From an optimization exercise on the open Yosys and OpenROAD flow, aimed at small area, a short achievable clock period and few clock cycles per item; shortcuts taken in it are not production practice. In this exercise RTL edits were held to simulation tests only and were not proved equivalent to the original.

build 23:
Design hdrs_dec, start of the top module:
module hdrs_dec (
    input  wire        clk,
    input  wire        rst,
    input  wire        cmd_valid,
    output wire        cmd_ready,
    input  wire        cmd_op,         
    input  wire        cmd_crc_init,   
    input  wire [4:0]  cmd_nsym,
    input  wire        in_valid,
    output wire        in_ready,
    input  wire [7:0]  in_data,
    output wire        val_valid,
    input  wire        val_ready,
    output wire [31:0] val_data,
    output wire        done,
    output wire [1:0]  done_code,      
    output wire [3:0]  done_sym,
    output wire [9:0]  done_info,
    output wire [4:0]  done_count,
    output wire [6:0]  done_bytes,
    output wire [31:0] done_crc
);
Settings: LEC_CHECK=0, ABC_AREA=1, CAP_MARGIN=20, CORE_MARGIN=2, CORE_UTILIZATION=50, CTS_CLUSTER_DIAMETER=80, CTS_CLUSTER_SIZE=24, PLACE_DENSITY=0.65, SETUP_SLACK_MARGIN=5, SLEW_MARGIN=20; clock period 8.0 ns.
run.sh (not shown) runs the stock make flow with config.mk's settings and CLKGATE_MAP_FILE= SYNTH_SCRIPT=/design/flow/synth_recipe.tcl, a recipe that flattens the netlist after the stock synthesis.
Testbench counts of build 23, summed over its fixed seeds: cycles 14,081, symbols 9,235.
## Diff of input files: build 35 against build 23
# build 23
export LEC_CHECK = 0
export ABC_AREA = 1
export CAP_MARGIN = 20
export CORE_MARGIN = 2
export CORE_UTILIZATION = 50
export CTS_CLUSTER_DIAMETER = 80
export CTS_CLUSTER_SIZE = 24
export PLACE_DENSITY = 0.65
export SETUP_SLACK_MARGIN = 5
export SLEW_MARGIN = 20
create_clock -name core_clock -period 8.0 [get_ports {clk}]
# build 35
export LEC_CHECK = 0
export ABC_AREA = 1
export CAP_MARGIN = 20
export CORE_MARGIN = 2
export CORE_UTILIZATION = 50
export CTS_CLUSTER_DIAMETER = 80
export CTS_CLUSTER_SIZE = 24
export PLACE_DENSITY = 0.65
export SETUP_SLACK_MARGIN = 4.5
export SLEW_MARGIN = 20
export TNS_END_PERCENT = 5
create_clock -name core_clock -period 8.0 [get_ports {clk}]
==> flow/flow/run.sh (new file) <==
#!/bin/bash
# Standard layout; the port buffers use a small plain buffer cell instead of the
# delay buffer the resizer picks by default.
set -e
export BUFFER_PORTS_ARGS="-buffer_cell sky130_fd_sc_hd__buf_2"
bash standard.sh > standard.log 2>&1
==> flow/standard.sh (new file) <==
#!/bin/bash
# synth_recipe.tcl (not shown) runs the flow's synth.tcl, then flattens the netlist and writes it again
# the make line also repeats each setting of config.mk as NAME=value (left out here)
make -C /OpenROAD-flow-scripts/flow DESIGN_CONFIG=/design/flow/config.mk WORK_HOME=/design/flow/orfs CLKGATE_MAP_FILE= SYNTH_SCRIPT=/design/flow/synth_recipe.tcl "${@:-finish}"
removed: flow/run.sh
- Summary: with build 23 as the reference, first-pass GRT wire length in build 35 moved down by a few percent.
- Relative to build 23, number of global-route vias before repair decreased by 1,122 in build 35.
- Higher met1 layer usage reported by global route goes to build 23 over build 35.
- Compared build 35 vs build 23, and flip-flop and latch share of the layout cell area is up in build 35.
- Side by side, register-to-register slack turned out lower in build 35 than in build 23.
- Build 35 against build 23: worst-case setup margin in the final layout down 0.13 ns, minimum setup slack after placement climbed 0.040 ns.
The following lists how build 81 was set up differently from build 35:
# build 35
export LEC_CHECK = 0
export ABC_AREA = 1
export CAP_MARGIN = 20
export CORE_MARGIN = 2
export CORE_UTILIZATION = 50
export CTS_CLUSTER_DIAMETER = 80
export CTS_CLUSTER_SIZE = 24
export PLACE_DENSITY = 0.65
export SETUP_SLACK_MARGIN = 4.5
export SLEW_MARGIN = 20
export TNS_END_PERCENT = 5
create_clock -name core_clock -period 8.0 [get_ports {clk}]
# build 81
export LEC_CHECK = 0
export ABC_AREA = 1
export CAP_MARGIN = 20
export CORE_MARGIN = 2
export CORE_UTILIZATION = 55
export CTS_CLUSTER_DIAMETER = 80
export CTS_CLUSTER_SIZE = 24
export PLACE_DENSITY = 0.7
export SETUP_SLACK_MARGIN = 4.5
export SLEW_MARGIN = 20
export TNS_END_PERCENT = 10
create_clock -name core_clock -period 8.0 [get_ports {clk}]
==> flow/run.sh (new file) <==
#!/bin/bash
# synth_recipe.tcl (not shown) runs the flow's synth.tcl, then flattens the netlist and writes it again
# the make line also repeats each setting of config.mk as NAME=value (left out here)
make -C /OpenROAD-flow-scripts/flow DESIGN_CONFIG=/design/flow/config.mk WORK_HOME=/design/flow/orfs CLKGATE_MAP_FILE= SYNTH_SCRIPT=/design/flow/synth_recipe.tcl finish
removed: flow/flow/run.sh
removed: flow/standard.sh
==> results.txt <==
Summary of build 81 over build 35: net count of the finished layout up 28, minimum clock period down 0.013 ns, fraction of area in clock buffers and inverters down 0.42 points, number of standard cells in the final layout excluding fillers down about 1.5%. Compared with build 35, in build 81 global-route wire length before repair did not really move; met2 usage now larger; routed wire length saw little to no change.


## branch ember
hdrs_dec, a different RTL version from the one above (not shown whole).
Size in the first run: about 3800 cells after synthesis, ~120 I/O pins.
Settings: LEC_CHECK=0, ABC_AREA=1, CAP_MARGIN=20, CORE_MARGIN=2, CORE_UTILIZATION=50, CTS_CLUSTER_DIAMETER=80, CTS_CLUSTER_SIZE=24, PLACE_DENSITY=0.65, SETUP_SLACK_MARGIN=4.75, SLEW_MARGIN=20, TNS_END_PERCENT=5; clock period 8.0 ns.
Stock flow here: none of the scripts above is used.
Testbench counts of branch ember, summed over its fixed seeds: cycles 13,733, symbols 9,235.
Here is what was changed in the inputs of branch willow compared with branch ember.
# branch ember
export LEC_CHECK = 0
export ABC_AREA = 1
export CAP_MARGIN = 20
export CORE_MARGIN = 2
export CORE_UTILIZATION = 50
export CTS_CLUSTER_DIAMETER = 80
export CTS_CLUSTER_SIZE = 24
export PLACE_DENSITY = 0.65
export SETUP_SLACK_MARGIN = 4.75
export SLEW_MARGIN = 20
export TNS_END_PERCENT = 5
create_clock -name core_clock -period 8.0 [get_ports {clk}]
# branch willow
export LEC_CHECK = 0
export ABC_AREA = 1
export CAP_MARGIN = 20
export CORE_MARGIN = 2
export CORE_UTILIZATION = 50
export CTS_CLUSTER_DIAMETER = 80
export CTS_CLUSTER_SIZE = 24
export PLACE_DENSITY = 0.65
export SETUP_SLACK_MARGIN = 4.25
export SLEW_MARGIN = 20
export TNS_END_PERCENT = 5
create_clock -name core_clock -period 8.0 [get_ports {clk}]
## What came out
- [compare] base=branch ember new=branch willow: hold slack about even; count of vias placed by the detailed router dropped 0.70%.
- branch willow gives more setup slack than branch ember did.
- Final sequential cell count of branch ember is on par with branch willow.
- branch willow finished every step from synthesis to the final layout, and the layout passed the timing, DRC and antenna checks.
- Max buffers plus inverters on the worst setup path across branch willow and branch ember: branch willow
- First-pass GRT wire length was lower in the run labelled branch willow.
- In terms of fraction of the cycle the final worst path needs, branch ember and branch willow differ only marginally.
- Compared with branch ember, branch willow shows a lower wire length.
- In the flow results for branch willow and branch ember, the sequential share of layout area is larger on branch willow.


RTL: one of the versions met above, not the one the previous note started from.
Size in the first run: ~3700 cells after synthesis, about 39000 um2 of cells after synthesis.
==> flow/config.mk <==
export PLATFORM = sky130hd
export DESIGN_NAME = hdrs_dec
export DESIGN_NICKNAME = hdrs_dec
export VERILOG_FILES = /design/flow/design.v
export SDC_FILE = /design/flow/constraint.sdc
export NUM_CORES = 4
export LEC_CHECK = 0
export ABC_AREA = 1
export CAP_MARGIN = 20
export CORE_MARGIN = 2
export CORE_UTILIZATION = 50
export CTS_CLUSTER_DIAMETER = 80
export CTS_CLUSTER_SIZE = 24
export PLACE_DENSITY = 0.65
export SETUP_SLACK_MARGIN = 4.5
export SLEW_MARGIN = 20
export TNS_END_PERCENT = 0
==> flow/constraint.sdc <==
create_clock -name core_clock -period 8.0 [get_ports {clk}]
set_input_delay 1.6000 -clock core_clock [delete_from_list [all_inputs] [get_ports {clk}]]
set_output_delay 1.6000 -clock core_clock [all_outputs]
set_load 0.01 [all_outputs]
Testbench counts at the start, summed over its fixed seeds: cycles 14,081, symbols 9,235.
Then changed:
Settings changed: GPL_TIMING_DRIVEN from default to 0, TNS_END_PERCENT 0 to 5.
What happened: The changed run passed the timing, DRC and antenna checks; critical path depth decreases by 5; first-iteration DRC count came out lower by about 5%; synthesized cell count stays the same; worst setup slack is better by 94 ps.
Then changed:
Settings changed: GPL_TIMING_DRIVEN 0 to default, TNS_END_PERCENT 5 to default.
What happened: First-iteration DRC count went down slightly. Core utilization went up by 0.80 points. Maximum frequency went up by a few percent. Final cell count went down slightly. Via count went up slightly.

separate check: timing with driven ports:
The flow's constraints put no driver on any port. The routed layouts listed below were extracted and timed again, unchanged, in two steps. Step 1: set_driving_cell puts a clkbuf_16 on clk and a buf_2 on each other input, an assumption about the parent block. Step 2, shift: input delay + t, output delay - t, t = (earliest + latest rising clock arrival at the registers) / 2. This alone moves slack from input paths to output paths. Slacks: no drivers / after step 1 / after step 2; pairs: no drivers / after step 1.
run	t (ns)	slack for setup (ns)	hold slack, ns	worst setup path at the end	worst slew at a driven data input, ns
build 23	0.699	3.851 / 3.851 / 3.851	0.397 / 0.397 / 0.397	register to register	0.04
build 35	0.698	3.723 / 3.723 / 3.723	0.419 / 0.419 / 0.419	register to register	0.07
build 81	0.685	3.736 / 3.736 / 3.736	0.419 / 0.419 / 0.419	register to register	0.05
branch ember	0.681	3.945 / 3.945 / 3.945	0.413 / 0.413 / 0.413	register to register	0.03
branch willow	0.686	3.956 / 3.956 / 3.956	0.414 / 0.414 / 0.414	register to register	0.03
the first run of note 3	0.701	3.625 / 3.625 / 3.625	0.402 / 0.402 / 0.402	register to register	0.07
the second run of note 3	0.681	3.720 / 3.720 / 3.491	0.401 / 0.401 / 0.401	input to register	0.07
the third run of note 3	0.686	3.884 / 3.884 / 3.884	0.401 / 0.401 / 0.401	register to register	0.04
After both steps setup and hold are still met in every run listed. For the second run of note 3, which loses most, drivers alone change the setup slack by 0.000 ns; drivers and shift together by -0.229 ns.
